Background: an optimization exercise with open tools, aiming at small area and few clock cycles. Do not read the settings as production practice. Function was checked by simulation only, so behaviour that the tests miss may differ from the original. Power is estimated from default activity; no workload was simulated.

File: config.mk
export PLATFORM = sky130hd
export DESIGN_NAME = tic_rx
export DESIGN_NICKNAME = tic_rx
export VERILOG_FILES = /design/flow/design.v
export SDC_FILE = /design/flow/constraint.sdc
export NUM_CORES = 4
export LEC_CHECK = 0
export ABC_AREA = 1
export CAP_MARGIN = 20
export CORE_MARGIN = 2
export CORE_UTILIZATION = 40
export SLEW_MARGIN = 20
File: constraint.sdc
create_clock -name core_clock -period 20.0 [get_ports {clk}]
set_input_delay 4.0000 -clock core_clock [delete_from_list [all_inputs] [get_ports {clk}]]
set_output_delay 4.0000 -clock core_clock [all_outputs]
set_load 0.01 [all_outputs]
File: design.v
module tic_decoder (
    input  wire        clk,
    input  wire        rst,
    input  wire        start,       
    input  wire        byte_valid,  
    input  wire [7:0]  byte_in,
    input  wire        finish,      
    input  wire        decide,      
    input  wire        in_grp,      
    input  wire        chg_clr,     
    output wire        stall,       
    output reg  [2:0]  res_kind,
    output wire        res_changed,
    input  wire [2:0]  ev_kind,
    output wire [4:0]  ev_field,
    output wire [31:0] ev_value,
    output reg  [31:0] rec_easf01,
    output reg  [31:0] rec_easf02,
    output reg  [31:0] rec_irms1,
    output reg  [31:0] rec_urms1,
    output reg  [31:0] rec_pref,
    output reg  [31:0] rec_sinsts,
    output reg  [31:0] rec_ntarf,
    output reg  [1:0]  rec_ltarf,
    output reg         peak,
    output wire [17:0] chg,
    output reg  [31:0] unk_cnt
);
    localparam [7:0] SEP = 8'h09;
    localparam [2:0] EV_UNKNOWN = 3'd4;
    localparam [2:0] EV_REJECT  = 3'd5;
    localparam [2:0] EV_ACCEPT  = 3'd6;
    localparam [1:0] LT_NONE    = 2'd0;
    localparam [1:0] LT_PEAK    = 2'd1;
    localparam [1:0] LT_OFFPEAK = 2'd2;
    wire [4:0] tag_first =
        ({5{byte_in == 8'h41}} & 5'd0) |
        ({5{byte_in == 8'h43}} & 5'd13) |
        ({5{byte_in == 8'h44}} & 5'd2) |
        ({5{byte_in == 8'h45}} & 5'd5) |
        ({5{byte_in == 8'h49}} & 5'd7) |
        ({5{byte_in == 8'h4c}} & 5'd4) |
        ({5{byte_in == 8'h4e}} & 5'd3) |
        ({5{byte_in == 8'h50}} & 5'd9) |
        ({5{byte_in == 8'h53}} & 5'd10) |
        ({5{byte_in == 8'h55}} & 5'd8) |
        ({5{byte_in == 8'h56}} & 5'd1) |
        ({5{byte_in != 8'h41 && byte_in != 8'h43 && byte_in != 8'h44 && byte_in != 8'h45 && byte_in != 8'h49 && byte_in != 8'h4c && byte_in != 8'h4e && byte_in != 8'h50 && byte_in != 8'h53 && byte_in != 8'h55 && byte_in != 8'h56}} & 5'd31);
    wire [7:0] tag_char =
        ({8{cand == 5'd0 && pos == 4'd1}} & 8'h44) |
        ({8{cand == 5'd0 && pos == 4'd2}} & 8'h53) |
        ({8{cand == 5'd0 && pos == 4'd3}} & 8'h43) |
        ({8{cand == 5'd1 && pos == 4'd1}} & 8'h54) |
        ({8{cand == 5'd1 && pos == 4'd2}} & 8'h49) |
        ({8{cand == 5'd1 && pos == 4'd3}} & 8'h43) |
        ({8{cand == 5'd2 && pos == 4'd1}} & 8'h41) |
        ({8{cand == 5'd2 && pos == 4'd2}} & 8'h54) |
        ({8{cand == 5'd2 && pos == 4'd3}} & 8'h45) |
        ({8{cand == 5'd3 && pos == 4'd1}} & 8'h47) |
        ({8{cand == 5'd3 && pos == 4'd2}} & 8'h54) |
        ({8{cand == 5'd3 && pos == 4'd3}} & 8'h46) |
        ({8{cand == 5'd4 && pos == 4'd1}} & 8'h54) |
        ({8{cand == 5'd4 && pos == 4'd2}} & 8'h41) |
        ({8{cand == 5'd4 && pos == 4'd3}} & 8'h52) |
        ({8{cand == 5'd4 && pos == 4'd4}} & 8'h46) |
        ({8{cand == 5'd5 && pos == 4'd1}} & 8'h41) |
        ({8{cand == 5'd5 && pos == 4'd2}} & 8'h53) |
        ({8{cand == 5'd5 && pos == 4'd3}} & 8'h46) |
        ({8{cand == 5'd5 && pos == 4'd4}} & 8'h30) |
        ({8{cand == 5'd5 && pos == 4'd5}} & 8'h31) |
        ({8{cand == 5'd6 && pos == 4'd1}} & 8'h41) |
        ({8{cand == 5'd6 && pos == 4'd2}} & 8'h53) |
        ({8{cand == 5'd6 && pos == 4'd3}} & 8'h46) |
        ({8{cand == 5'd6 && pos == 4'd4}} & 8'h30) |
        ({8{cand == 5'd6 && pos == 4'd5}} & 8'h32) |
        ({8{cand == 5'd7 && pos == 4'd1}} & 8'h52) |
        ({8{cand == 5'd7 && pos == 4'd2}} & 8'h4d) |
        ({8{cand == 5'd7 && pos == 4'd3}} & 8'h53) |
        ({8{cand == 5'd7 && pos == 4'd4}} & 8'h31) |
        ({8{cand == 5'd8 && pos == 4'd1}} & 8'h52) |
        ({8{cand == 5'd8 && pos == 4'd2}} & 8'h4d) |
        ({8{cand == 5'd8 && pos == 4'd3}} & 8'h53) |
        ({8{cand == 5'd8 && pos == 4'd4}} & 8'h31) |
        ({8{cand == 5'd9 && pos == 4'd1}} & 8'h52) |
        ({8{cand == 5'd9 && pos == 4'd2}} & 8'h45) |
        ({8{cand == 5'd9 && pos == 4'd3}} & 8'h46) |
        ({8{cand == 5'd10 && pos == 4'd1}} & 8'h49) |
        ({8{cand == 5'd10 && pos == 4'd2}} & 8'h4e) |
        ({8{cand == 5'd10 && pos == 4'd3}} & 8'h53) |
        ({8{cand == 5'd10 && pos == 4'd4}} & 8'h54) |
        ({8{cand == 5'd10 && pos == 4'd5}} & 8'h53) |
        ({8{cand == 5'd11 && pos == 4'd1}} & 8'h4d) |
        ({8{cand == 5'd11 && pos == 4'd2}} & 8'h41) |
        ({8{cand == 5'd11 && pos == 4'd3}} & 8'h58) |
        ({8{cand == 5'd11 && pos == 4'd4}} & 8'h53) |
        ({8{cand == 5'd11 && pos == 4'd5}} & 8'h4e) |
        ({8{cand == 5'd12 && pos == 4'd1}} & 8'h4d) |
        ({8{cand == 5'd12 && pos == 4'd2}} & 8'h41) |
        ({8{cand == 5'd12 && pos == 4'd3}} & 8'h58) |
        ({8{cand == 5'd12 && pos == 4'd4}} & 8'h53) |
        ({8{cand == 5'd12 && pos == 4'd5}} & 8'h4e) |
        ({8{cand == 5'd12 && pos == 4'd6}} & 8'h2d) |
        ({8{cand == 5'd12 && pos == 4'd7}} & 8'h31) |
        ({8{cand == 5'd13 && pos == 4'd1}} & 8'h43) |
        ({8{cand == 5'd13 && pos == 4'd2}} & 8'h41) |
        ({8{cand == 5'd13 && pos == 4'd3}} & 8'h53) |
        ({8{cand == 5'd13 && pos == 4'd4}} & 8'h4e) |
        ({8{cand == 5'd14 && pos == 4'd1}} & 8'h43) |
        ({8{cand == 5'd14 && pos == 4'd2}} & 8'h41) |
        ({8{cand == 5'd14 && pos == 4'd3}} & 8'h53) |
        ({8{cand == 5'd14 && pos == 4'd4}} & 8'h4e) |
        ({8{cand == 5'd14 && pos == 4'd5}} & 8'h2d) |
        ({8{cand == 5'd14 && pos == 4'd6}} & 8'h31) |
        ({8{cand == 5'd15 && pos == 4'd1}} & 8'h52) |
        ({8{cand == 5'd15 && pos == 4'd2}} & 8'h4d) |
        ({8{cand == 5'd16 && pos == 4'd1}} & 8'h54) |
        ({8{cand == 5'd16 && pos == 4'd2}} & 8'h41) |
        ({8{cand == 5'd16 && pos == 4'd3}} & 8'h52) |
        ({8{cand == 5'd16 && pos == 4'd4}} & 8'h46);
    wire [7:0] alt_ch =
        ({8{cand == 5'd3 && pos == 4'd1}} & 8'h54) |
        ({8{cand == 5'd5 && pos == 4'd5}} & 8'h32) |
        ({8{cand == 5'd9 && pos == 4'd2}} & 8'h4d) |
        ({8{cand == 5'd10 && pos == 4'd1}} & 8'h4d) |
        ({8{cand == 5'd11 && pos == 4'd6}} & 8'h2d) |
        ({8{cand == 5'd13 && pos == 4'd5}} & 8'h2d);
    wire [4:0] alt_f =
        ({5{cand == 5'd3 && pos == 4'd1}} & 5'd16) |
        ({5{cand == 5'd5 && pos == 4'd5}} & 5'd6) |
        ({5{cand == 5'd9 && pos == 4'd2}} & 5'd15) |
        ({5{cand == 5'd10 && pos == 4'd1}} & 5'd11) |
        ({5{cand == 5'd11 && pos == 4'd6}} & 5'd12) |
        ({5{cand == 5'd13 && pos == 4'd5}} & 5'd14) |
        ({5{!(cand == 5'd3 && pos == 4'd1) && !(cand == 5'd5 && pos == 4'd5) && !(cand == 5'd9 && pos == 4'd2) && !(cand == 5'd10 && pos == 4'd1) && !(cand == 5'd11 && pos == 4'd6) && !(cand == 5'd13 && pos == 4'd5)}} & 5'd31);
    wire tag_end =
        (pos == 4'd3 && (cand == 5'd15)) ||
        (pos == 4'd4 && (cand == 5'd0 || cand == 5'd1 || cand == 5'd2 || cand == 5'd3 || cand == 5'd9)) ||
        (pos == 4'd5 && (cand == 5'd4 || cand == 5'd7 || cand == 5'd8 || cand == 5'd13 || cand == 5'd16)) ||
        (pos == 4'd6 && (cand == 5'd5 || cand == 5'd6 || cand == 5'd10 || cand == 5'd11)) ||
        (pos == 4'd7 && (cand == 5'd14)) ||
        (pos == 4'd8 && (cand == 5'd12));
    function is_digit;
        input [7:0] c;
        is_digit = (c[7:4] == 4'h3) && (c[3:0] <= 4'd9);
    endfunction
    function is_season;
        input [7:0] c;
        is_season = (c == "E") || (c == "H") || (c == "e") || (c == "h");
    endfunction
    reg        cut;           
    reg [1:0]  tok;           
    reg [3:0]  pos;           
    reg [4:0]  cand;          
    reg        tag_ok;        
    reg [3:0]  t1_len;        
    reg        t1_dig0;       
    reg        t1_season;     
    reg        t1_rest;       
    reg [31:0] t1_x;          
    reg        t1_ovf;        
    reg        t1_peak_m;     
    reg        t1_off_m;      
    reg        t2_13;         
    reg        t2_season;
    reg        t2_rest;
    wire       is_sep  = byte_in == SEP;
    wire       dig     = is_digit(byte_in);
    wire       first   = pos == 4'd0;
    wire [3:0] pos_inc = (pos == 4'd15) ? pos : pos + 4'd1;
    wire [31:0] x_in  = first ? 32'd0 : t1_x;
    wire [2:0]  x_lo;
    wire        x_lo_c;
    wire [32:0] x_hi;
    wire        x_hi_c;
    tic_radd #(3)  u_xlo (.a(byte_in[2:0]), .b({x_in[1:0], 1'b0}), .ci(1'b0),
                          .s(x_lo), .co(x_lo_c));
    tic_radd #(33) u_xhi (.a({1'b0, x_in}), .b({3'd0, x_in[31:2]}), .ci(x_lo_c | byte_in[3]),
                          .s(x_hi), .co(x_hi_c));
    wire [35:0] x_mul = {x_hi, x_lo};
    wire [4:0]  cand_next = first                ? tag_first :
                            (byte_in == tag_char) ? cand :
                            (byte_in == alt_ch)   ? alt_f : 5'd31;
    wire [7:0]  lit_pk_ch =
        ({8{pos == 4'd0}} & 8'h48) |
        ({8{pos == 4'd1}} & 8'h45) |
        ({8{pos == 4'd2}} & 8'h55) |
        ({8{pos == 4'd3}} & 8'h52) |
        ({8{pos == 4'd4}} & 8'h45) |
        ({8{pos == 4'd5}} & 8'h20) |
        ({8{pos == 4'd6}} & 8'h50) |
        ({8{pos == 4'd7}} & 8'h4c) |
        ({8{pos == 4'd8}} & 8'h45) |
        ({8{pos == 4'd9}} & 8'h49) |
        ({8{pos == 4'd10}} & 8'h4e) |
        ({8{pos == 4'd11}} & 8'h45);
    wire [7:0]  lit_off_ch =
        ({8{pos == 4'd0}} & 8'h48) |
        ({8{pos == 4'd1}} & 8'h45) |
        ({8{pos == 4'd2}} & 8'h55) |
        ({8{pos == 4'd3}} & 8'h52) |
        ({8{pos == 4'd4}} & 8'h45) |
        ({8{pos == 4'd5}} & 8'h20) |
        ({8{pos == 4'd6}} & 8'h43) |
        ({8{pos == 4'd7}} & 8'h52) |
        ({8{pos == 4'd8}} & 8'h45) |
        ({8{pos == 4'd9}} & 8'h55) |
        ({8{pos == 4'd10}} & 8'h53) |
        ({8{pos == 4'd11}} & 8'h45);
    wire tok_char = byte_valid && !cut && byte_in != 8'h00 && !is_sep;
    wire t1_char  = tok_char && tok == 2'd1;
    wire t2_char  = tok_char && tok == 2'd2;
    always @(posedge clk) begin
        if (start) begin
            cut    <= 1'b0;
            tok    <= 2'd0;
            pos    <= 4'd0;
            t1_len <= 4'd0;
            t2_13  <= 1'b0;
        end else if (byte_valid && !cut) begin
            if (byte_in == 8'h00) begin
                cut <= 1'b1;
            end else if (is_sep) begin
                if (tok != 2'd3)
                    tok <= tok + 2'd1;
                if (tok == 2'd0)
                    tag_ok <= tag_end;
                pos <= 4'd0;
            end else begin
                pos <= pos_inc;
                if (tok == 2'd0)
                    cand <= cand_next;
                if (tok == 2'd1)
                    t1_len <= pos_inc;
                if (tok == 2'd2)
                    t2_13 <= pos_inc == 4'd13;
            end
        end
    end
    always @(posedge clk) begin
        if (t1_char) begin
            t1_x      <= x_mul[31:0];
            t1_ovf    <= (x_mul[35:32] != 4'd0) || (!first && t1_ovf);
            t1_peak_m <= (lit_pk_ch == byte_in) && (first || t1_peak_m);
            t1_off_m  <= (lit_off_ch == byte_in) && (first || t1_off_m);
            t1_rest   <= first || (t1_rest && dig);
            if (first) begin
                t1_dig0   <= dig;
                t1_season <= is_season(byte_in);
            end
        end
        if (t2_char) begin
            t2_rest <= first || (t2_rest && dig);
            if (first)
                t2_season <= is_season(byte_in);
        end
    end
    reg  [32:0] est;
    reg         est_big;      
    reg  [4:0]  est_bit;
    reg         est_busy;
    wire        est_go;       
    wire [34:0] est_step;
    wire        est_c;
    tic_radd #(35) u_est (.a({1'b0, est, 1'b0}), .b({3'd0, rec_urms1[est_bit] ? rec_irms1 : 32'd0}),
                          .ci(1'b0), .s(est_step), .co(est_c));
    always @(posedge clk) begin
        if (rst || est_go || est_busy) begin
            est     <= (rst || est_go) ? 33'd0 : est_step[32:0];
            est_big <= !(rst || est_go) && (est_big || est_step[34:33] != 2'b00);
        end
        if (rst) begin
            est_busy <= 1'b0;
        end else if (est_go) begin
            est_busy <= 1'b1;
            est_bit  <= 5'd31;
        end else if (est_busy) begin
            est_bit <= est_bit - 5'd1;
            if (est_bit == 5'd0)
                est_busy <= 1'b0;
        end
    end
    wire [4:0]  f     = cand;
    wire        known = (tok == 2'd0) ? tag_end : tag_ok;
    assign stall = est_busy && in_grp && known && (f == 5'd10);
    wire        t1_digits = t1_dig0 && t1_rest;
    wire        parse_ok  = (t1_len != 4'd0) && t1_digits && !t1_ovf;
    wire [31:0] x         = t1_x;
    wire        t1_shape  = (t1_len == 4'd13) && t1_season && t1_rest;
    wire        t2_shape  = tok[1] && t2_13 && t2_season && t2_rest;
    wire        lit_peak  = t1_peak_m && (t1_len == 4'd12);
    wire        lit_off   = t1_off_m  && (t1_len == 4'd12);
    wire [32:0] e_val  = (f == 5'd8) ? {1'b0, rec_urms1} : est;
    wire [34:0] d_s;
    wire [36:0] d_lo, d_hi;
    wire        d_sc, d_loc, d_hic;
    tic_radd #(35) u_ds  (.a({3'd0, x}), .b(~{2'b00, e_val}), .ci(1'b1), .s(d_s), .co(d_sc));
    tic_radd #(37) u_dlo (.a({d_s, 2'b00}), .b({4'd0, e_val}), .ci(1'b0), .s(d_lo), .co(d_loc));
    tic_radd #(37) u_dhi (.a({4'd0, e_val}), .b(~{d_s, 2'b00}), .ci(1'b1), .s(d_hi), .co(d_hic));
    wire        near_c = !d_lo[36] && !d_hi[36];
    reg         near;
    always @(posedge clk)
        if (finish)
            near <= near_c;
    reg  [31:0] old;
    always @* begin
        case (f)
            5'd5:    old = rec_easf01;
            5'd6:    old = rec_easf02;
            5'd7:    old = rec_irms1;
            5'd8:    old = rec_urms1;
            5'd9:    old = rec_pref;
            5'd10:   old = rec_sinsts;
            default: old = rec_ntarf;
        endcase
    end
    wire numeric = (f >= 5'd5 && f <= 5'd10) || f == 5'd16;
    wire [31:0] x_old;
    wire        x_ge_old;
    tic_radd #(32) u_xold (.a(x), .b(~old), .ci(1'b1), .s(x_old), .co(x_ge_old));
    wire x_ne_old = x != old;
    reg ok;
    always @* begin
        case (f)
            5'd0:  ok = (t1_len == 4'd12) && t1_digits;
            5'd1:  ok = 1'b1;
            5'd2:  ok = t1_shape;
            5'd3:  ok = 1'b1;
            5'd4:  ok = lit_peak || lit_off;
            5'd5, 5'd6:
                   ok = parse_ok && x_ge_old;
            5'd7:  ok = parse_ok && x != 32'd0;
            5'd8:  ok = parse_ok && x > 32'd150 && (rec_urms1 == 32'd0 || near);
            5'd9:  ok = parse_ok && x != 32'd0 && x != 32'd99;
            5'd10: ok = parse_ok && !est_big && near;
            5'd11, 5'd12, 5'd13, 5'd14:
                   ok = parse_ok && t2_shape;
            5'd15: ok = (t1_len == 4'd14) && t1_digits;
            default: ok = parse_ok && x != 32'd0;
        endcase
    end
    wire [1:0] lt_new    = lit_peak ? LT_PEAK : LT_OFFPEAK;
    wire       changed   = numeric ? x_ne_old :
                           (f == 5'd4) ? (lt_new != rec_ltarf) : 1'b0;
    wire       peak_flip = (f == 5'd4) && changed && (lit_peak != peak);
    wire       upd       = decide && known && ok;
    always @* begin
        if (!known)
            res_kind = EV_UNKNOWN;
        else if (!ok)
            res_kind = EV_REJECT;
        else
            res_kind = EV_ACCEPT;
    end
    assign res_changed = known && ok && changed;
    assign est_go = upd && changed && (f == 5'd7 || f == 5'd8);
    assign ev_field = (ev_kind == EV_REJECT || ev_kind == EV_ACCEPT) ? f : 5'd0;
    assign ev_value = (ev_kind != EV_ACCEPT || f <= 5'd3 || f == 5'd15) ? 32'd0 :
                      (f == 5'd4) ? {30'd0, lt_new} : x;
    reg [8:0] chg_r;          
    assign chg = {chg_r[8:7], 5'd0, chg_r[6:0], 4'd0};
    reg [8:0] set_bits;
    always @* begin
        set_bits = 9'd0;
        if (upd && changed) begin
            case (f)
                5'd4:  set_bits[0] = 1'b1;
                5'd5:  set_bits[1] = 1'b1;
                5'd6:  set_bits[2] = 1'b1;
                5'd7:  set_bits[3] = 1'b1;
                5'd8:  set_bits[4] = 1'b1;
                5'd9:  set_bits[5] = 1'b1;
                5'd10: set_bits[6] = 1'b1;
                5'd16: set_bits[7] = 1'b1;
                default: ;
            endcase
            if (peak_flip)
                set_bits[8] = 1'b1;
        end
    end
    wire [31:0] x_w = x & {32{~rst}};
    always @(posedge clk) begin
        if (rst || (upd && f == 5'd5))  rec_easf01 <= x_w;
        if (rst || (upd && f == 5'd6))  rec_easf02 <= x_w;
        if (rst || (upd && f == 5'd7))  rec_irms1  <= x_w;
        if (rst || (upd && f == 5'd8))  rec_urms1  <= x_w;
        if (rst || (upd && f == 5'd9))  rec_pref   <= x_w;
        if (rst || (upd && f == 5'd10)) rec_sinsts <= x_w;
        if (rst || (upd && f == 5'd16)) rec_ntarf  <= x_w;
    end
    wire        unk_inc_en = decide && !known;
    wire [32:0] unk_c;
    assign unk_c[0] = unk_inc_en;
    genvar k;
    generate
        for (k = 0; k < 32; k = k + 1) begin : g_unk
            assign unk_c[k + 1] = unk_c[k] & unk_cnt[k];
        end
    endgenerate
    always @(posedge clk)
        unk_cnt <= (unk_cnt ^ unk_c[31:0]) & {32{~rst}};
    always @(posedge clk) begin
        if (rst) begin
            rec_ltarf <= LT_NONE;
            peak      <= 1'b0;
            chg_r     <= 9'd0;
        end else begin
            chg_r <= (chg_clr ? 9'd0 : chg_r) | set_bits;
            if (upd && f == 5'd4)
                rec_ltarf <= lt_new;
            if (upd && peak_flip)
                peak <= lit_peak;
        end
    end
endmodule
module tic_radd #(parameter W = 8) (
    input  wire [W-1:0] a,
    input  wire [W-1:0] b,
    input  wire         ci,
    output wire [W-1:0] s,
    output wire         co
);
    wire [W:0] c;
    assign c[0] = ci;
    genvar i;
    generate
        for (i = 0; i < W; i = i + 1) begin : g_bit
            assign c[i + 1] = (a[i] & b[i]) | (a[i] & c[i]) | (b[i] & c[i]);
        end
    endgenerate
    assign s  = a ^ b ^ c[W-1:0];
    assign co = c[W];
endmodule
module tic_rx (
    input  wire        clk,
    input  wire        rst,
    input  wire        in_valid,
    input  wire [7:0]  in_data,
    output wire        in_ready,
    input  wire        chg_clr,
    output reg         ev_valid,
    output reg  [2:0]  ev_kind,
    output wire [4:0]  ev_field,
    output reg         ev_changed,
    output wire [31:0] ev_value,
    output wire [31:0] rec_easf01,
    output wire [31:0] rec_easf02,
    output wire [31:0] rec_irms1,
    output wire [31:0] rec_urms1,
    output wire [31:0] rec_pref,
    output wire [31:0] rec_sinsts,
    output wire [31:0] rec_ntarf,
    output wire [1:0]  rec_ltarf,
    output wire        peak,
    output wire [17:0] chg,
    output wire [31:0] unk_cnt
);
    localparam [7:0] SOF = 8'h02;
    localparam [7:0] SOG = 8'h0A;
    localparam [7:0] EOG = 8'h0D;
    localparam [2:0] EV_OVERFLOW = 3'd1;
    localparam [2:0] EV_SHORT    = 3'd2;
    localparam [2:0] EV_CKFAIL   = 3'd3;
    reg        in_grp;                  
    reg        sof_seen;
    reg  [5:0] cursor;                  
    reg  [5:0] sum;                     
    reg  [7:0] last;                    
    reg  [7:0] prev;                    
    reg        dec_p;                   
    wire       stall;
    assign in_ready = !stall;
    wire       take     = in_valid && !stall;
    wire [7:0] expect_ck = {1'b0, sum[5], ~sum[5], sum[4:0]};
    wire       is_eog   = in_data == EOG;
    wire       start    = take && !in_grp && sof_seen && in_data == SOG;
    wire       store    = take && in_grp && !is_eog;
    wire       grp_end  = take && in_grp && is_eog;
    wire       is_short = cursor[5:3] == 3'd0;
    wire       ck_ok    = last == expect_ck;
    wire       finish   = grp_end && !is_short && ck_ok;
    wire       feed     = store && cursor[5:1] != 5'd0;
    wire       dstart   = store && cursor == 6'd1;
    wire       ovf      = store && cursor == 6'd62;
    wire [2:0]  res_kind;
    wire        res_changed;
    wire [31:0] dec_value;
    tic_decoder u_dec (
        .clk        (clk),
        .rst        (rst),
        .start      (dstart),
        .byte_valid (feed),
        .byte_in    (prev),
        .finish     (finish),
        .decide     (dec_p),
        .in_grp     (in_grp),
        .chg_clr    (chg_clr),
        .stall      (stall),
        .res_kind   (res_kind),
        .res_changed(res_changed),
        .ev_kind    (ev_kind),
        .ev_field   (ev_field),
        .ev_value   (dec_value),
        .rec_easf01 (rec_easf01),
        .rec_easf02 (rec_easf02),
        .rec_irms1  (rec_irms1),
        .rec_urms1  (rec_urms1),
        .rec_pref   (rec_pref),
        .rec_sinsts (rec_sinsts),
        .rec_ntarf  (rec_ntarf),
        .rec_ltarf  (rec_ltarf),
        .peak       (peak),
        .chg        (chg),
        .unk_cnt    (unk_cnt)
    );
    assign ev_value = (ev_kind == EV_CKFAIL) ? {16'd0, 2'b00, cursor, expect_ck, last} :
                      (ev_kind == EV_SHORT)  ? {26'd0, cursor} : dec_value;
    always @(posedge clk) begin
        if (rst) begin
            in_grp   <= 1'b0;
            sof_seen <= 1'b0;
            ev_valid <= 1'b0;
            dec_p    <= 1'b0;
        end else begin
            ev_valid <= dec_p;
            dec_p    <= finish;
            if (take && !in_grp && in_data == SOF)
                sof_seen <= 1'b1;
            if (start)
                in_grp <= 1'b1;
            if (grp_end || ovf) begin
                in_grp   <= 1'b0;
                ev_valid <= !finish;
            end
        end
    end
    always @(posedge clk) begin
        if (grp_end)
            ev_kind <= is_short ? EV_SHORT : EV_CKFAIL;
        else if (ovf)
            ev_kind <= EV_OVERFLOW;
        else if (dec_p)
            ev_kind <= res_kind;
        ev_changed <= dec_p && res_changed;
        if (start) begin
            cursor <= 6'd0;
            sum    <= 6'd0;
        end else if (store) begin
            if (cursor != 6'd0)
                sum <= sum + last[5:0];
            cursor <= cursor + 6'd1;
        end
        if (store) begin
            last <= in_data;
            prev <= last;
        end
    end
endmodule
File: flow/run.sh
#!/bin/bash
# Standard layout, with the port buffers made from the smallest buffer cell and a
# clock tree of larger sink clusters without dummy loads.
set -euo pipefail
export BUFFER_PORTS_ARGS="-buffer_cell sky130_fd_sc_hd__buf_1"
export CTS_ARGS="-sink_clustering_enable -repair_clock_nets -sink_clustering_size 26 -sink_clustering_max_diameter 120 -dont_use_dummy_load"
bash standard.sh > standard.log 2>&1
File: standard.sh
#!/bin/bash
# synth_recipe.tcl (not shown) runs the flow's synth.tcl, then flattens the netlist and writes it again
# the make line also repeats each setting of config.mk as NAME=value (left out here)
make -C /OpenROAD-flow-scripts/flow DESIGN_CONFIG=/design/flow/config.mk WORK_HOME=/design/flow/orfs CLKGATE_MAP_FILE= SYNTH_SCRIPT=/design/flow/synth_recipe.tcl "${@:-finish}"
==> impl_metrics.py, run 1 <==
metrics = {
    "synthesis": {
        "synth-main-ff-cell": "edfxtp_1",
        "ys_warn_count": 2,
        "synth_fa_ha_area_share_pct": 12.8,
        "synth_top_family_by_area": "simple AND/OR/NAND/NOR gates",
        "synth_mux_area_share_pct": 0,
        "ys_ff_latch": 411,
        "async_reset_ff_share_pct": 0,
        "synth_cells": 2451,
        "synth_cell_types": 59,
        "syn_area_per_cell_um2": 9.46,
        "yosysSeqAreaShare_pct": 49.7,
        "netlist_area_um2": 23200,
        "synth_edf_count": 329,
        "synthXorXnorAreaFrac_pct": 0.869,
        "synth_compound_area_share_pct": 9.57,
        "synth-simple-area-share_pct": 19.5,
    },
    "floorplan": {
        "rows": 88,
        "die_y_um": 245,
        "die-area_um2": 59900,
        "die_x_um": 245,
        "ios": 332,
        "floorplan.initialDensity_pct": 40.4,
        "core_um2": 57500,
    },
    "power_and_ir_drop": {
        "p_sw_mw": 0.394,
        "p_per_area_nw_per_um2": 60.7,
        "worst_ir_drop_vdd_mv": 0.0599,
        "pwr-share-clk_pct": 29.2,
        "combPwrFrac_pct": 9.3,
        "seq_power_share_pct": 61.6,
        "p_leak_nw": 10.4,
        "swShare_pct": 25.2,
        "p_int_mw": 1.17,
    },
    "worst_setup_path": {
        "r2r-end": "u_dec.est_big",
        "timing.rr.start": "u_dec.est_bit[0]",
        "cp.arrival_ns": 16.46,
        "critPathLaunchType": "flip-flop",
        "r2r_cells": 41,
        "cp_max_fo": 22,
        "cp_num_buf_inv": 1,
        "critical-path-max-stage-delay_ns": 0.86,
        "r2r_slack_ns": 3.86,
        "required_ns": 20.32,
        "crit_type": "flip-flop to flip-flop",
        "crit_path_frequent_cell": "fa_1",
        "cp-end-kind": "flip-flop",
        "cp_top_family": "adder cells",
        "critical-path-slowest-cell": "edfxtp_1",
    },
    "finish": {
        "synthToLayoutAreaGrowth_pct": 11.0,
        "drive_gt1_share_pct": 5.02,
        "diodes": 0,
        "nets": 2942,
    },
    "min_path": {
        "whs_endpoint": "u_dec.chg_r[2]",
        "hold_start": "u_dec.chg_r[2]",
        "hold_depth": 2,
        "hold_path.class": "flip-flop to flip-flop",
    },
    "timing": {
        "relSlewSlack_pct": 29.0,
        "rsz0062_at_grt": "no",
        "tightest_slew_ns": 1.06,
        "timing.fmax_mhz": 61.9,
        "finalMaxSlewViolations": 0,
        "final.period_utilization_pct": 80.7,
        "hold_viol": 0,
        "fin_hold_ws_ns": 0.475,
        "finalClockSkew_ns": 0.0598,
        "setup_viol": 0,
        "tns_ns": 0,
        "period_minus_slack_ns": 16.14,
    },
    "detailed_routing": {
        "route.detailed.drc": 0,
        "drt_iter0_drc": 2225,
        "wirelength_mm": 84.4,
        "ant_nets": 0,
        "wl_per_cell_um": 24.0,
        "firstDrtPassIters": 6,
        "vias": 19500,
        "viasPerCell": 5.56,
    },
    "clock_network": {
        "clockBufferDepth": 3,
        "cts_resized": 0,
        "cts_hold_buf": 0,
        "clk_pin_slew_ns": 0.11,
        "clock-sinks": 411,
        "clock_latency_ns": 0.58,
        "h-tree-depth": 1,
        "cts_tree": "done",
        "clock-root-buffer": "clkbuf_16",
        "post-cts-setup-buffers": 0,
        "cts_made_buffers": 20,
    },
    "job": {
        "maxCapViolCount": 0,
    },
    "global_routing": {
        "grt_remaining_overflow": 0,
        "grt_pass1_vias": 19000,
        "gr-usage-all-layers_pct": 27.6,
        "grt_max_degree": 70,
        "antenna_found_initial": 1,
        "grt_pass1_wl_mm": 124,
    },
    "placed_design": {
        "portBuffers": 322,
        "place_hpwl_mm": 64.8,
        "place.gp.congestion": 0.994,
    },
    "outcome": {
        "status": "no timing/DRC/antenna violations",
    },
}
[power groups by stage]
stage / logic, mW / clock network [mW] / registers [mW]
after detailed placement: 0.145 / 0 / 0.982
after global routing: 0.162 / 0.491 / 0.965
final: 0.145 / 0.456 / 0.963
after global placement: 0.143 / 0 / 0.981
after CTS: 0.146 / 0.466 / 0.963
after floorplan: 0.0889 / 0 / 0.984
[cells by family (layout without fill, tap and decap cells)]
kind of cell	after synthesis	in the layout
and+or+nand+nor	1031	1031
buffers and inverters	442	730
DFF	411	411
AOI/OAI and AO/OA	361	361
adders and majority gates	182	182
xor gates and xnor gates	23	23
other	1	9
[metal layers]
layer	routed length (um)	track usage, %
met2	38800	44.5
met4	2540	7.75
met3	7450	5.01
met1	35500	38.2
met5	36	0
[cell usage after synthesis, drive strengths merged, types with 42 or more instances]
library cell  number  area [um2]
nor2             344        1390
nand4             62         403
o21ai            133         666
dfxtp             82        1640
ha                88        1100
nand3             71         365
a21oi             86         434
nor4              44         275
fa                93        1860
inv              359        1350
edfxtp           329        9880
nor3              42         210
nand2            430        1640
clkbuf            49         184
[metrics by stage]
stage	setup WS [ns]	utilization, %	instance area (um2)	total power, mW	instances
6_report	3.86	44.8	25700	1.56	3512
3_3_place_gp	4.02	43.9	25200	1.12	3492
5_1_grt	3.13	44.8	25700	1.62	3512
2_1_floorplan	3.26	-	23200	1.07	2459
3_5_place_dp	3.76	43.9	25200	1.13	3492
4_1_cts	3.81	44.8	25700	1.57	3512
[how the worst max path moves through the flow]
stage | start | end | slack, ns | depth (start not counted)
after floorplan | u_dec.cand[4] | u_dec.near | 3.26 | 49
after global placement | u_dec.cand[4] | u_dec.near | 4.02 | 43
after detailed placement | u_dec.cand[4] | u_dec.near | 3.76 | 43
after CTS | u_dec.cand[4] | u_dec.near | 3.81 | 43
after global routing | u_dec.cand[4] | u_dec.near | 3.13 | 43
final | u_dec.est_bit[0] | u_dec.est_big | 3.86 | 41
[worst min-delay path, stage by stage, from the launching register on]
cell	delay, ns
dfxtp_1	0.32
nand2_1	0.06
a21oi_1	0.06
[registers in the layout (all words and copies together) (netlist names), 2 cells and up, named ones only]
register	cells
u_dec.rec_sinsts	32
last	8
u_dec.rec_easf01	32
u_dec.chg_r	9
prev	8
u_dec.rec_ltarf	2
sum	6
u_dec.pos	4
u_dec.t1_x	32
u_dec.tok	2
u_dec.rec_irms1	32
u_dec.est	33
u_dec.unk_cnt	32
u_dec.rec_pref	32
u_dec.rec_urms1	32
u_dec.rec_easf02	32
u_dec.rec_ntarf	32
cursor	6
u_dec.t1_len	4
u_dec.est_bit	5
ev_kind	3
u_dec.cand	5
[cells in the final DEF (no fill, tap or decap), types with 7 or more instances in the layout]
cell / Yosys / final
dfxtp_1: 82 / 82
xor2_1: 18 / 18
nand4_1: 61 / 61
o22ai_1: 27 / 27
nand2_1: 424 / 416
nor2_1: 307 / 305
ha_1: 88 / 88
clkbuf_16: 0 / 20
nor4_1: 44 / 44
fa_1: 93 / 93
inv_1: 354 / 354
o21ai_0: 131 / 131
nor3_1: 42 / 42
conb_1: 1 / 9
nand2_2: 4 / 11
nand3_1: 69 / 69
a211oi_1: 11 / 11
a221oi_1: 31 / 31
o221ai_1: 18 / 18
or2_2: 28 / 28
nor2_2: 35 / 35
buf_4: 11 / 26
a21oi_1: 85 / 85
o2111ai_1: 11 / 11
a31oi_1: 7 / 7
o211ai_1: 11 / 11
buf_1: 9 / 321
edfxtp_1: 329 / 329
[cell type report]
| cell class | count | area, um2 |
|---|---|---|
| fill | 5652 | 31700 |
| sequential | 411 | 11500 |
| multi-input combinational | 1606 | 10000 |
| timing repair buffer | 348 | 1410 |
| inverter | 362 | 1360 |
| tap | 765 | 957 |
| clock buffer | 20 | 500 |
Testbench counts, summed over its fixed seeds: cycles 20,863.
==> run 2, diff against run 1 <==
--- a/design.v
+++ b/design.v
@@ -48,73 +48,90 @@
         ({5{byte_in != 8'h41 && byte_in != 8'h43 && byte_in != 8'h44 && byte_in != 8'h45 && byte_in != 8'h49 && byte_in != 8'h4c && byte_in != 8'h4e && byte_in != 8'h50 && byte_in != 8'h53 && byte_in != 8'h55 && byte_in != 8'h56}} & 5'd31);
-    wire [7:0] tag_char =
-        ({8{cand == 5'd0 && pos == 4'd1}} & 8'h44) |
-        ({8{cand == 5'd0 && pos == 4'd2}} & 8'h53) |
-        ({8{cand == 5'd0 && pos == 4'd3}} & 8'h43) |
-        ({8{cand == 5'd1 && pos == 4'd1}} & 8'h54) |
-        ({8{cand == 5'd1 && pos == 4'd2}} & 8'h49) |
-        ({8{cand == 5'd1 && pos == 4'd3}} & 8'h43) |
-        ({8{cand == 5'd2 && pos == 4'd1}} & 8'h41) |
-        ({8{cand == 5'd2 && pos == 4'd2}} & 8'h54) |
-        ({8{cand == 5'd2 && pos == 4'd3}} & 8'h45) |
-        ({8{cand == 5'd3 && pos == 4'd1}} & 8'h47) |
-        ({8{cand == 5'd3 && pos == 4'd2}} & 8'h54) |
-        ({8{cand == 5'd3 && pos == 4'd3}} & 8'h46) |
-        ({8{cand == 5'd4 && pos == 4'd1}} & 8'h54) |
-        ({8{cand == 5'd4 && pos == 4'd2}} & 8'h41) |
-        ({8{cand == 5'd4 && pos == 4'd3}} & 8'h52) |
-        ({8{cand == 5'd4 && pos == 4'd4}} & 8'h46) |
-        ({8{cand == 5'd5 && pos == 4'd1}} & 8'h41) |
-        ({8{cand == 5'd5 && pos == 4'd2}} & 8'h53) |
-        ({8{cand == 5'd5 && pos == 4'd3}} & 8'h46) |
-        ({8{cand == 5'd5 && pos == 4'd4}} & 8'h30) |
-        ({8{cand == 5'd5 && pos == 4'd5}} & 8'h31) |
-        ({8{cand == 5'd6 && pos == 4'd1}} & 8'h41) |
-        ({8{cand == 5'd6 && pos == 4'd2}} & 8'h53) |
-        ({8{cand == 5'd6 && pos == 4'd3}} & 8'h46) |
-        ({8{cand == 5'd6 && pos == 4'd4}} & 8'h30) |
-        ({8{cand == 5'd6 && pos == 4'd5}} & 8'h32) |
-        ({8{cand == 5'd7 && pos == 4'd1}} & 8'h52) |
-        ({8{cand == 5'd7 && pos == 4'd2}} & 8'h4d) |
-        ({8{cand == 5'd7 && pos == 4'd3}} & 8'h53) |
-        ({8{cand == 5'd7 && pos == 4'd4}} & 8'h31) |
-        ({8{cand == 5'd8 && pos == 4'd1}} & 8'h52) |
-        ({8{cand == 5'd8 && pos == 4'd2}} & 8'h4d) |
-        ({8{cand == 5'd8 && pos == 4'd3}} & 8'h53) |
-        ({8{cand == 5'd8 && pos == 4'd4}} & 8'h31) |
-        ({8{cand == 5'd9 && pos == 4'd1}} & 8'h52) |
-        ({8{cand == 5'd9 && pos == 4'd2}} & 8'h45) |
-        ({8{cand == 5'd9 && pos == 4'd3}} & 8'h46) |
-        ({8{cand == 5'd10 && pos == 4'd1}} & 8'h49) |
-        ({8{cand == 5'd10 && pos == 4'd2}} & 8'h4e) |
-        ({8{cand == 5'd10 && pos == 4'd3}} & 8'h53) |
-        ({8{cand == 5'd10 && pos == 4'd4}} & 8'h54) |
-        ({8{cand == 5'd10 && pos == 4'd5}} & 8'h53) |
-        ({8{cand == 5'd11 && pos == 4'd1}} & 8'h4d) |
-        ({8{cand == 5'd11 && pos == 4'd2}} & 8'h41) |
-        ({8{cand == 5'd11 && pos == 4'd3}} & 8'h58) |
-        ({8{cand == 5'd11 && pos == 4'd4}} & 8'h53) |
-        ({8{cand == 5'd11 && pos == 4'd5}} & 8'h4e) |
-        ({8{cand == 5'd12 && pos == 4'd1}} & 8'h4d) |
-        ({8{cand == 5'd12 && pos == 4'd2}} & 8'h41) |
-        ({8{cand == 5'd12 && pos == 4'd3}} & 8'h58) |
-        ({8{cand == 5'd12 && pos == 4'd4}} & 8'h53) |
-        ({8{cand == 5'd12 && pos == 4'd5}} & 8'h4e) |
-        ({8{cand == 5'd12 && pos == 4'd6}} & 8'h2d) |
-        ({8{cand == 5'd12 && pos == 4'd7}} & 8'h31) |
-        ({8{cand == 5'd13 && pos == 4'd1}} & 8'h43) |
-        ({8{cand == 5'd13 && pos == 4'd2}} & 8'h41) |
-        ({8{cand == 5'd13 && pos == 4'd3}} & 8'h53) |
-        ({8{cand == 5'd13 && pos == 4'd4}} & 8'h4e) |
-        ({8{cand == 5'd14 && pos == 4'd1}} & 8'h43) |
-        ({8{cand == 5'd14 && pos == 4'd2}} & 8'h41) |
-        ({8{cand == 5'd14 && pos == 4'd3}} & 8'h53) |
-        ({8{cand == 5'd14 && pos == 4'd4}} & 8'h4e) |
-        ({8{cand == 5'd14 && pos == 4'd5}} & 8'h2d) |
-        ({8{cand == 5'd14 && pos == 4'd6}} & 8'h31) |
-        ({8{cand == 5'd15 && pos == 4'd1}} & 8'h52) |
-        ({8{cand == 5'd15 && pos == 4'd2}} & 8'h4d) |
-        ({8{cand == 5'd16 && pos == 4'd1}} & 8'h54) |
-        ({8{cand == 5'd16 && pos == 4'd2}} & 8'h41) |
-        ({8{cand == 5'd16 && pos == 4'd3}} & 8'h52) |
-        ({8{cand == 5'd16 && pos == 4'd4}} & 8'h46);
+    wire is_m = byte_in == 8'h2d;
+    wire is_0 = byte_in == 8'h30;
+    wire is_1 = byte_in == 8'h31;
+    wire is_2 = byte_in == 8'h32;
+    wire is_A = byte_in == 8'h41;
+    wire is_C = byte_in == 8'h43;
+    wire is_D = byte_in == 8'h44;
+    wire is_E = byte_in == 8'h45;
+    wire is_F = byte_in == 8'h46;
+    wire is_G = byte_in == 8'h47;
+    wire is_I = byte_in == 8'h49;
+    wire is_M = byte_in == 8'h4d;
+    wire is_N = byte_in == 8'h4e;
+    wire is_R = byte_in == 8'h52;
+    wire is_S = byte_in == 8'h53;
+    wire is_T = byte_in == 8'h54;
+    wire is_X = byte_in == 8'h58;
+    wire tag_match =
+        (cand == 5'd0 && pos == 4'd1 && is_D) ||
+        (cand == 5'd0 && pos == 4'd2 && is_S) ||
+        (cand == 5'd0 && pos == 4'd3 && is_C) ||
+        (cand == 5'd1 && pos == 4'd1 && is_T) ||
+        (cand == 5'd1 && pos == 4'd2 && is_I) ||
+        (cand == 5'd1 && pos == 4'd3 && is_C) ||
+        (cand == 5'd2 && pos == 4'd1 && is_A) ||
+        (cand == 5'd2 && pos == 4'd2 && is_T) ||
+        (cand == 5'd2 && pos == 4'd3 && is_E) ||
+        (cand == 5'd3 && pos == 4'd1 && is_G) ||
+        (cand == 5'd3 && pos == 4'd2 && is_T) ||
+        (cand == 5'd3 && pos == 4'd3 && is_F) ||
+        (cand == 5'd4 && pos == 4'd1 && is_T) ||
+        (cand == 5'd4 && pos == 4'd2 && is_A) ||
+        (cand == 5'd4 && pos == 4'd3 && is_R) ||
+        (cand == 5'd4 && pos == 4'd4 && is_F) ||
+        (cand == 5'd5 && pos == 4'd1 && is_A) ||
+        (cand == 5'd5 && pos == 4'd2 && is_S) ||
+        (cand == 5'd5 && pos == 4'd3 && is_F) ||
+        (cand == 5'd5 && pos == 4'd4 && is_0) ||
+        (cand == 5'd5 && pos == 4'd5 && is_1) ||
+        (cand == 5'd6 && pos == 4'd1 && is_A) ||
+        (cand == 5'd6 && pos == 4'd2 && is_S) ||
+        (cand == 5'd6 && pos == 4'd3 && is_F) ||
+        (cand == 5'd6 && pos == 4'd4 && is_0) ||
+        (cand == 5'd6 && pos == 4'd5 && is_2) ||
+        (cand == 5'd7 && pos == 4'd1 && is_R) ||
+        (cand == 5'd7 && pos == 4'd2 && is_M) ||
+        (cand == 5'd7 && pos == 4'd3 && is_S) ||
+        (cand == 5'd7 && pos == 4'd4 && is_1) ||
+        (cand == 5'd8 && pos == 4'd1 && is_R) ||
+        (cand == 5'd8 && pos == 4'd2 && is_M) ||
+        (cand == 5'd8 && pos == 4'd3 && is_S) ||
+        (cand == 5'd8 && pos == 4'd4 && is_1) ||
+        (cand == 5'd9 && pos == 4'd1 && is_R) ||
+        (cand == 5'd9 && pos == 4'd2 && is_E) ||
+        (cand == 5'd9 && pos == 4'd3 && is_F) ||
+        (cand == 5'd10 && pos == 4'd1 && is_I) ||
+        (cand == 5'd10 && pos == 4'd2 && is_N) ||
+        (cand == 5'd10 && pos == 4'd3 && is_S) ||
+        (cand == 5'd10 && pos == 4'd4 && is_T) ||
+        (cand == 5'd10 && pos == 4'd5 && is_S) ||
+        (cand == 5'd11 && pos == 4'd1 && is_M) ||
+        (cand == 5'd11 && pos == 4'd2 && is_A) ||
+        (cand == 5'd11 && pos == 4'd3 && is_X) ||
+        (cand == 5'd11 && pos == 4'd4 && is_S) ||
+        (cand == 5'd11 && pos == 4'd5 && is_N) ||
+        (cand == 5'd12 && pos == 4'd1 && is_M) ||
+        (cand == 5'd12 && pos == 4'd2 && is_A) ||
+        (cand == 5'd12 && pos == 4'd3 && is_X) ||
+        (cand == 5'd12 && pos == 4'd4 && is_S) ||
+        (cand == 5'd12 && pos == 4'd5 && is_N) ||
+        (cand == 5'd12 && pos == 4'd6 && is_m) ||
+        (cand == 5'd12 && pos == 4'd7 && is_1) ||
+        (cand == 5'd13 && pos == 4'd1 && is_C) ||
+        (cand == 5'd13 && pos == 4'd2 && is_A) ||
+        (cand == 5'd13 && pos == 4'd3 && is_S) ||
+        (cand == 5'd13 && pos == 4'd4 && is_N) ||
+        (cand == 5'd14 && pos == 4'd1 && is_C) ||
+        (cand == 5'd14 && pos == 4'd2 && is_A) ||
+        (cand == 5'd14 && pos == 4'd3 && is_S) ||
+        (cand == 5'd14 && pos == 4'd4 && is_N) ||
+        (cand == 5'd14 && pos == 4'd5 && is_m) ||
+        (cand == 5'd14 && pos == 4'd6 && is_1) ||
+        (cand == 5'd15 && pos == 4'd1 && is_R) ||
+        (cand == 5'd15 && pos == 4'd2 && is_M) ||
+        (cand == 5'd16 && pos == 4'd1 && is_T) ||
+        (cand == 5'd16 && pos == 4'd2 && is_A) ||
+        (cand == 5'd16 && pos == 4'd3 && is_R) ||
+        (cand == 5'd16 && pos == 4'd4 && is_F);
     wire [7:0] alt_ch =
@@ -180,30 +197,30 @@
     wire [4:0]  cand_next = first                ? tag_first :
-                            (byte_in == tag_char) ? cand :
+                            tag_match             ? cand :
                             (byte_in == alt_ch)   ? alt_f : 5'd31;
-    wire [7:0]  lit_pk_ch =
-        ({8{pos == 4'd0}} & 8'h48) |
-        ({8{pos == 4'd1}} & 8'h45) |
-        ({8{pos == 4'd2}} & 8'h55) |
-        ({8{pos == 4'd3}} & 8'h52) |
-        ({8{pos == 4'd4}} & 8'h45) |
-        ({8{pos == 4'd5}} & 8'h20) |
-        ({8{pos == 4'd6}} & 8'h50) |
-        ({8{pos == 4'd7}} & 8'h4c) |
-        ({8{pos == 4'd8}} & 8'h45) |
-        ({8{pos == 4'd9}} & 8'h49) |
-        ({8{pos == 4'd10}} & 8'h4e) |
-        ({8{pos == 4'd11}} & 8'h45);
-    wire [7:0]  lit_off_ch =
-        ({8{pos == 4'd0}} & 8'h48) |
-        ({8{pos == 4'd1}} & 8'h45) |
-        ({8{pos == 4'd2}} & 8'h55) |
-        ({8{pos == 4'd3}} & 8'h52) |
-        ({8{pos == 4'd4}} & 8'h45) |
-        ({8{pos == 4'd5}} & 8'h20) |
-        ({8{pos == 4'd6}} & 8'h43) |
-        ({8{pos == 4'd7}} & 8'h52) |
-        ({8{pos == 4'd8}} & 8'h45) |
-        ({8{pos == 4'd9}} & 8'h55) |
-        ({8{pos == 4'd10}} & 8'h53) |
-        ({8{pos == 4'd11}} & 8'h45);
+    wire lit_pk_hit =
+        (pos == 4'd0 && byte_in == 8'h48) ||
+        (pos == 4'd1 && byte_in == 8'h45) ||
+        (pos == 4'd2 && byte_in == 8'h55) ||
+        (pos == 4'd3 && byte_in == 8'h52) ||
+        (pos == 4'd4 && byte_in == 8'h45) ||
+        (pos == 4'd5 && byte_in == 8'h20) ||
+        (pos == 4'd6 && byte_in == 8'h50) ||
+        (pos == 4'd7 && byte_in == 8'h4c) ||
+        (pos == 4'd8 && byte_in == 8'h45) ||
+        (pos == 4'd9 && byte_in == 8'h49) ||
+        (pos == 4'd10 && byte_in == 8'h4e) ||
+        (pos == 4'd11 && byte_in == 8'h45);
+    wire lit_off_hit =
+        (pos == 4'd0 && byte_in == 8'h48) ||
+        (pos == 4'd1 && byte_in == 8'h45) ||
+        (pos == 4'd2 && byte_in == 8'h55) ||
+        (pos == 4'd3 && byte_in == 8'h52) ||
+        (pos == 4'd4 && byte_in == 8'h45) ||
+        (pos == 4'd5 && byte_in == 8'h20) ||
+        (pos == 4'd6 && byte_in == 8'h43) ||
+        (pos == 4'd7 && byte_in == 8'h52) ||
+        (pos == 4'd8 && byte_in == 8'h45) ||
+        (pos == 4'd9 && byte_in == 8'h55) ||
+        (pos == 4'd10 && byte_in == 8'h53) ||
+        (pos == 4'd11 && byte_in == 8'h45);
     wire tok_char = byte_valid && !cut && byte_in != 8'h00 && !is_sep;
@@ -242,4 +259,4 @@
             t1_ovf    <= (x_mul[35:32] != 4'd0) || (!first && t1_ovf);
-            t1_peak_m <= (lit_pk_ch == byte_in) && (first || t1_peak_m);
-            t1_off_m  <= (lit_off_ch == byte_in) && (first || t1_off_m);
+            t1_peak_m <= lit_pk_hit && (first || t1_peak_m);
+            t1_off_m  <= lit_off_hit && (first || t1_off_m);
             t1_rest   <= first || (t1_rest && dig);
==> impl_metrics.py, run 2 <==
metrics = {
    "clock_network": {
        "clock_latency_ns": 0.58,
        "clock-sinks": 411,
        "clk_pin_slew_ns": 0.12,
        "cts_hold_buf": 0,
        "cts_tree": "done",
        "h-tree-depth": 1,
        "cts_made_buffers": 19,
        "clockBufferDepth": 3,
        "clock-root-buffer": "clkbuf_16",
        "cts_resized": 0,
        "post-cts-setup-buffers": 0,
    },
    "global_routing": {
        "grt_pass1_wl_mm": 118,
        "gr-usage-all-layers_pct": 26.3,
        "grt_max_degree": 82,
        "grt_pass1_vias": 18200,
        "grt_remaining_overflow": 0,
        "antenna_found_initial": 0,
    },
    "placed_design": {
        "place.gp.congestion": 0.966,
        "portBuffers": 322,
        "place_hpwl_mm": 61.6,
        "post-place-ws_ns": 3.47,
    },
    "synthesis": {
        "netlist_area_um2": 23000,
        "syn_area_per_cell_um2": 9.70,
        "synth-main-ff-cell": "edfxtp_1",
        "synth_top_area_cell": "edfxtp_1",
        "synth_cell_types": 63,
        "synthTopCellsByCount": "nand2_1 (401), inv_1 (354), edfxtp_1 (329), nor2_1 (296), o21ai_0 (126)",
        "ys_ff_latch": 411,
        "async_reset_ff_share_pct": 0,
        "ys_warn_count": 2,
        "synth_edf_count": 329,
        "synth_most_common_cell": "nand2_1",
        "synth_top_area_share_pct": 42.9,
        "yosysSeqAreaShare_pct": 50.1,
        "synth_cells": 2373,
        "synth_area_leaders": "edfxtp_1 (43%), fa_1 (8.1%), dfxtp_1 (7.1%), nand2_1 (6.5%), inv_1 (5.8%)",
    },
    "min_path": {
        "whs_endpoint": "sof_seen",
        "hold_start": "sof_seen",
        "hold_depth": 2,
        "hold_path.class": "flip-flop to flip-flop",
    },
    "timing": {
        "fin_hold_ws_ns": 0.457,
        "period_minus_slack_ns": 16.56,
        "finalMaxSlewViolations": 0,
        "timing.fmax_mhz": 60.4,
        "tns_ns": 0,
        "finalClockSkew_ns": 0.0504,
        "tightest_slew_ns": 1.06,
        "rsz0062_at_grt": "no",
        "hold_viol": 0,
        "final.period_utilization_pct": 82.8,
        "setup_viol": 0,
        "fin_ws_ns": 3.44,
        "relSlewSlack_pct": 28.9,
    },
    "worst_setup_path": {
        "critical-path-slowest-cell": "edfxtp_1",
        "required_ns": 20.33,
        "critPathLaunchType": "flip-flop",
        "r2r_cells": 41,
        "r2r-end": "u_dec.est_big",
        "r2r_slack_ns": 3.44,
        "cp-end-kind": "flip-flop",
        "timing.rr.start": "u_dec.est_bit[0]",
        "cp_max_fo": 18,
        "crit_path_frequent_cell": "fa_1",
        "critical-path-max-stage-delay_ns": 0.71,
        "crit_type": "flip-flop to flip-flop",
        "cp.arrival_ns": 16.89,
    },
    "detailed_routing": {
        "wl_per_cell_um": 23.4,
        "wirelength_mm": 80.1,
        "drt_iter0_drc": 1801,
        "vias": 18800,
        "ant_nets": 0,
        "firstDrtPassIters": 7,
        "route.detailed.drc": 0,
        "viasPerCell": 5.48,
    },
    "finish": {
        "nets": 2867,
        "final_cell_mix": "nand2_1 (393), inv_1 (354), edfxtp_1 (329)",
        "synthToLayoutAreaGrowth_pct": 10.9,
        "nFillCells": 5593,
        "largest_reg_flops": 33,
        "diodes": 0,
        "final_common_cell": "nand2_1",
        "drive_gt1_share_pct": 5.13,
        "regMostFlops": "u_dec.est",
    },
    "floorplan": {
        "ios": 332,
        "rows": 87,
        "die_x_um": 244,
        "core_um2": 56600,
        "die-area_um2": 59500,
        "floorplan.initialDensity_pct": 40.7,
        "die_y_um": 244,
    },
    "power_and_ir_drop": {
        "seq_power_share_pct": 60.0,
        "swShare_pct": 26.7,
        "p_per_area_nw_per_um2": 64.0,
        "p_int_mw": 1.20,
        "p_sw_mw": 0.437,
        "combPwrFrac_pct": 12.9,
        "p_leak_nw": 9.98,
        "worst_ir_drop_vdd_mv": 0.0599,
        "pwr-share-clk_pct": 27.1,
    },
    "outcome": {
        "status": "no timing/DRC/antenna violations",
    },
    "job": {
        "maxCapViolCount": 0,
    },
}
run 2: power groups by stage:
stage               clock, mW  combinational [mW]  sequential (mW)
finish                  0.443               0.211            0.980
global placement            0               0.206            0.997
floorplan                   0               0.135             1.00
CTS                     0.450               0.211            0.979
global route            0.479               0.237            0.983
detailed placement          0               0.209            0.999
run 2: critical path, delay by kind of cell, from the launching register on:
| kind | cells | cell delay, ns |
|---|---|---|
| simple gates | 7 | 1.01 |
| fa+ha+maj | 32 | 13.68 |
| buf+inv | 1 | 0.54 |
| compound gates | 1 | 0.32 |
| flops | 1 | 0.71 |
run 2: worst max path at each step:
stage                          to  depth (start not counted)              from  slack (ns)
floorplan              u_dec.near                         50     u_dec.cand[4]        3.84
global placement    u_dec.est_big                         41  u_dec.est_bit[0]        3.71
detailed placement  u_dec.est_big                         41  u_dec.est_bit[0]        3.47
CTS                 u_dec.est_big                         41  u_dec.est_bit[0]        3.49
global route        u_dec.est_big                         41  u_dec.est_bit[0]        2.66
finish              u_dec.est_big                         41  u_dec.est_bit[0]        3.44
run 2: cell type report:
type	count	area, um2	area share, %
repair buffers	343	1380	5.41
inverters	371	1400	5.48
well taps	756	946	3.71
flip-flops and latches	411	11500	45.1
multi-input cells	1528	9800	38.4
clock buffers	19	475	1.86
run 2: cell families (layout without fill, tap and decap cells):
kind of cell,after synthesis,count (layout),synth area share (%)
and+or+nand+nor,972,972,19.3
buffers and inverters,442,733,7.67
DFF,411,411,50.1
AOI/OAI and AO/OA,346,346,9.29
adders and majority gates,184,184,13.0
xor gates and xnor gates,16,16,0.609
other,1,9,0.0163
muxes,1,1,0.0435
run 2: per-layer routing:
layer | vias to the layer above | global-route usage (%) | wire length, um
li1 | 8596 | - | -
met1 | 9355 | 37.3 | 34800
met2 | 769 | 43.0 | 37400
met3 | 74 | 3.64 | 6200
met4 | 0 | 5.74 | 1670
met5 | - | 0 | 0
run 2: metrics by stage:
step                      util, %  power (mW)  instance area, um2  cells
after floorplan                 -        1.14               23000   2381
after global placement       44.2        1.20               25000   3408
after detailed placement     44.2        1.21               25000   3408
after CTS                    45.0        1.64               25500   3427
after global routing         45.1        1.70               25500   3428
final                        45.1        1.63               25500   3428
Testbench counts of run 2, summed over its fixed seeds: cycles 20,863.
==> run 3, diff against run 2 <==
==> flow/run.sh (replaced) <==
#!/bin/bash
# The standard layout (standard.sh), changed in three ways:
#  - synthesis maps the logic with a stronger ABC area script (flow/area.abc);
#    everything else in synthesis, the registers included, is the standard flow's own;
#  - the port buffers are the smallest buffer cell;
#  - the clock tree uses larger sink clusters and no dummy loads.
set -euo pipefail
here=$PWD
export FLOW_SYNTH_TCL=$here/synth_recipe.tcl
export TIC_ABC_SCRIPT=$here/flow/area.abc
export BUFFER_PORTS_ARGS="-buffer_cell sky130_fd_sc_hd__buf_1"
export CTS_ARGS="-sink_clustering_enable -repair_clock_nets -sink_clustering_size 30 -sink_clustering_max_diameter 90 -dont_use_dummy_load"
sed "s#SYNTH_SCRIPT=[^ ]*#SYNTH_SCRIPT=$here/flow/abc_synth.tcl#" standard.sh > flow_standard.sh
grep -q "SYNTH_SCRIPT=$here/flow/abc_synth.tcl" flow_standard.sh
bash flow_standard.sh > standard.log 2>&1
==> flow/abc_synth.tcl (new file) <==
# The standard flow's synthesis script, with ABC's technology mapping run on the area script
# named by TIC_ABC_SCRIPT instead of ORFS's abc_area.script (combinational logic only).
proc abc {args} {
  set i [lsearch $args -script]
  if {$i >= 0} { lset args [expr {$i + 1}] $::env(TIC_ABC_SCRIPT) }
  yosys abc {*}$args
}
source $::env(FLOW_SYNTH_TCL)
==> flow/area.abc (new file) <==
strash
&get -n
&fraig -x
&put
scorr
dc2
strash
dch -f
map -a
mfs2
strash
dch -f
map -a
mfs2
strash
dch -f
map -a
mfs2
strash
dch -f
map -a
mfs2
strash
dch -f
map -a
topo
stime -c
dnsize -c
==> impl_metrics.py, run 3 <==
metrics = {
    "power_and_ir_drop": {
        "p_sw_mw": 0.401,
        "pwr-share-clk_pct": 29.6,
        "p_per_area_nw_per_um2": 65.6,
        "worst_ir_drop_vdd_mv": 0.0634,
        "p_leak_nw": 8.84,
        "p_int_mw": 1.21,
        "seq_power_share_pct": 60.2,
        "combPwrFrac_pct": 10.2,
        "swShare_pct": 24.9,
    },
    "synthesis": {
        "async_reset_ff_share_pct": 0,
        "syn_area_per_cell_um2": 10.3,
        "synth_area_leaders": "edfxtp_1 (46%), fa_1 (8.6%), dfxtp_1 (7.6%), nor2_1 (6.6%), clkinv_1 (6.1%)",
        "synth_cells": 2091,
        "synthTopCellsByCount": "nor2_1 (380), clkinv_1 (353), edfxtp_1 (329), a21oi_1 (152), nand2_1 (129)",
        "ys_warn_count": 2,
        "synth_top_area_cell": "edfxtp_1",
        "ys_ff_latch": 411,
        "synth_top_area_share_pct": 45.7,
        "synth-main-ff-cell": "edfxtp_1",
        "synth_cell_types": 43,
        "netlist_area_um2": 21600,
        "synth_edf_count": 329,
        "yosysSeqAreaShare_pct": 53.3,
        "synth_most_common_cell": "nor2_1",
    },
    "worst_setup_path": {
        "critical-path-slowest-cell": "edfxtp_1",
        "required_ns": 20.32,
        "worstSetupPathDepth": 42,
        "r2r_cells": 42,
        "cp.arrival_ns": 17.66,
        "crit_type": "flip-flop to flip-flop",
        "crit_path_frequent_cell": "fa_1",
        "cp_max_fo": 23,
        "cp-end-kind": "flip-flop",
        "critical-path-max-stage-delay_ns": 0.77,
        "critPathLaunchType": "flip-flop",
        "cp_num_buf_inv": 2,
        "cp_top_family": "adder cells",
    },
    "detailed_routing": {
        "wirelength_mm": 77.6,
        "viasPerCell": 5.69,
        "drt_iter0_drc": 1828,
        "ant_nets": 0,
        "vias": 18000,
        "route.detailed.drc": 0,
        "firstDrtPassIters": 5,
        "wl_per_cell_um": 24.6,
    },
    "timing": {
        "fin_hold_ws_ns": 0.412,
        "finalClockSkew_ns": 0.120,
        "finalMaxSlewViolations": 0,
        "relSlewSlack_pct": 29.5,
        "hold_viol": 0,
        "period_minus_slack_ns": 17.34,
        "timing.fmax_mhz": 57.7,
        "tns_ns": 0,
        "final.period_utilization_pct": 86.7,
        "setup_viol": 0,
        "tightest_slew_ns": 1.06,
        "rsz0062_at_grt": "no",
        "fin_ws_ns": 2.66,
    },
    "clock_network": {
        "clk_pin_slew_ns": 0.11,
        "clockBufferDepth": 3,
        "clock-sinks": 411,
        "cts_tree": "done",
        "cts_resized": 0,
        "post-cts-setup-buffers": 0,
        "h-tree-depth": 1,
        "clock_latency_ns": 0.61,
        "clock-root-buffer": "clkbuf_16",
        "cts_made_buffers": 23,
        "cts_hold_buf": 0,
    },
    "placed_design": {
        "post-place-ws_ns": 2.68,
        "portBuffers": 322,
        "place_hpwl_mm": 59.7,
        "dp_cells": 3134,
        "place.gp.congestion": 0.981,
        "place_area_um2": 24000,
    },
    "finish": {
        "nets": 2656,
        "synthToLayoutAreaGrowth_pct": 13.7,
        "regMostFlops": "u_dec.est",
        "final_common_cell": "nor2_1",
        "postLayoutCellArea_um2": 24600,
        "seq_area_um2": 11500,
        "drive_gt1_share_pct": 2.89,
        "multiInputGateArea_um2": 8850,
        "instances_no_fill": 3158,
        "final_cell_mix": "nor2_1 (374), clkinv_1 (352), edfxtp_1 (329)",
        "nFillCells": 5119,
        "largest_reg_flops": 33,
    },
    "global_routing": {
        "use_met1_pct": 35.9,
        "grt_use_met2_pct": 46.6,
        "busiest_layer": "met2",
        "grt_max_degree": 56,
        "grt_pass1_wl_mm": 114,
        "grt_remaining_overflow": 0,
        "antenna_found_initial": 2,
        "met3_usage_pct": 4.27,
        "grt_pass1_vias": 17800,
        "gr-usage-all-layers_pct": 27.2,
    },
    "floorplan": {
        "floorplan.initialDensity_pct": 40.3,
        "die-area_um2": 55900,
        "ios": 332,
        "rows": 85,
        "die_y_um": 236,
        "core_um2": 53600,
        "die_x_um": 236,
    },
    "min_path": {
        "hold_path.class": "flip-flop to flip-flop",
        "hold_depth": 2,
    },
    "job": {
        "maxCapViolCount": 0,
    },
    "outcome": {
        "status": "no timing/DRC/antenna violations",
    },
}
-- run 3: cell types whose count changed after synthesis, sizes merged, moves of 20 or more --
cell	previous run	this run
a221oi	28	5
a21oi	77	152
nand4	66	29
buf	33	9
inv	362	0
o21ai	130	85
clkbuf	38	0
or2	29	1
o22ai	29	49
nand2	410	129
clkinv	9	353
nor2	332	380
a22oi	2	98
-- run 3: power groups by stage --
| stage | clock network (mW) | registers [mW] | logic (mW) |
|---|---|---|---|
| after floorplan | 0 | 0.995 | 0.0933 |
| after global placement | 0 | 0.988 | 0.160 |
| after detailed placement | 0 | 0.989 | 0.163 |
| after CTS | 0.485 | 0.970 | 0.164 |
| after global routing | 0.511 | 0.972 | 0.180 |
| final | 0.477 | 0.970 | 0.164 |
-- run 3: metal layers --
metal	share of wire (%)	wire length, um
met1	41	32000
met2	49	37800
met3	7.3	5640
met4	2.8	2180
met5	0	0
-- run 3: final timing paths --
check                         from  slack, ns        endpoint
setup / recovery  u_dec.est_bit[2]       2.66   u_dec.est_big
hold / removal           flip-flop       0.41  u_dec.chg_r[3]
setup reg to reg  u_dec.est_bit[2]       2.66   u_dec.est_big
hold reg to reg          flip-flop       0.41  u_dec.chg_r[3]
-- run 3: metrics by stage --
stage | util [%] | power, mW
final | 45.8 | 1.61
after global routing | 45.8 | 1.66
after CTS | 45.8 | 1.62
after detailed placement | 44.8 | 1.15
after global placement | 44.7 | 1.15
after floorplan | - | 1.09
-- run 3: cells by family after synthesis --
family / after synthesis / share of synthesized area [%]
buf+inv: 362 / 6.44
flops: 411 / 53.3
simple gates: 666 / 12.9
other cells: 1 / 0.0174
compound gates: 461 / 13.3
xor+xnor: 9 / 0.365
fa+ha+maj: 181 / 13.7
-- run 3: tightest hold or removal path, stage by stage (launching register included) --
cell and delay, ns:
dfxtp_1 0.32, a22oi_1 0.07, nor2_1 0.08
-- run 3: area by class of cell --
type | instances | area share (%)
tap | 696 | 3.54
sequential | 411 | 46.9
inverter | 353 | 5.39
timing repair buffer | 348 | 5.80
multi-input combinational | 1326 | 36.0
clock buffer | 23 | 2.34
antenna | 1 | 0.0102

[separate check: timing with driven ports]
In the flow no input, the clock included, has a driving cell. The finished layouts below were timed again as built, in two steps. Step 1 sets driving cells, clkbuf_16 on the clock port and buf_2 on the other inputs (assumed; they add their load-dependent delay and slew). Step 2 times the ports against the registers' clock, not the clock port: input delays grow and output delays shrink by t, the midpoint of the rising clock arrivals with the driver on. Three values: ideal, step 1, step 2; two values: the first two.
run	shift t [ns]	slack for setup (ns)	worst setup path after step 2	latest minus earliest clock arrival (ns)	pins driven straight from the clock port
run 1	0.619	3.855 / 3.855 / 3.855	register to register	0.059 / 0.059	1
run 2	0.619	3.442 / 3.442 / 3.442	register to register	0.051 / 0.050	1
run 3	0.611	2.664 / 2.664 / 2.664	register to register	0.120 / 0.119	1
After both steps setup and hold are still met in every run listed.
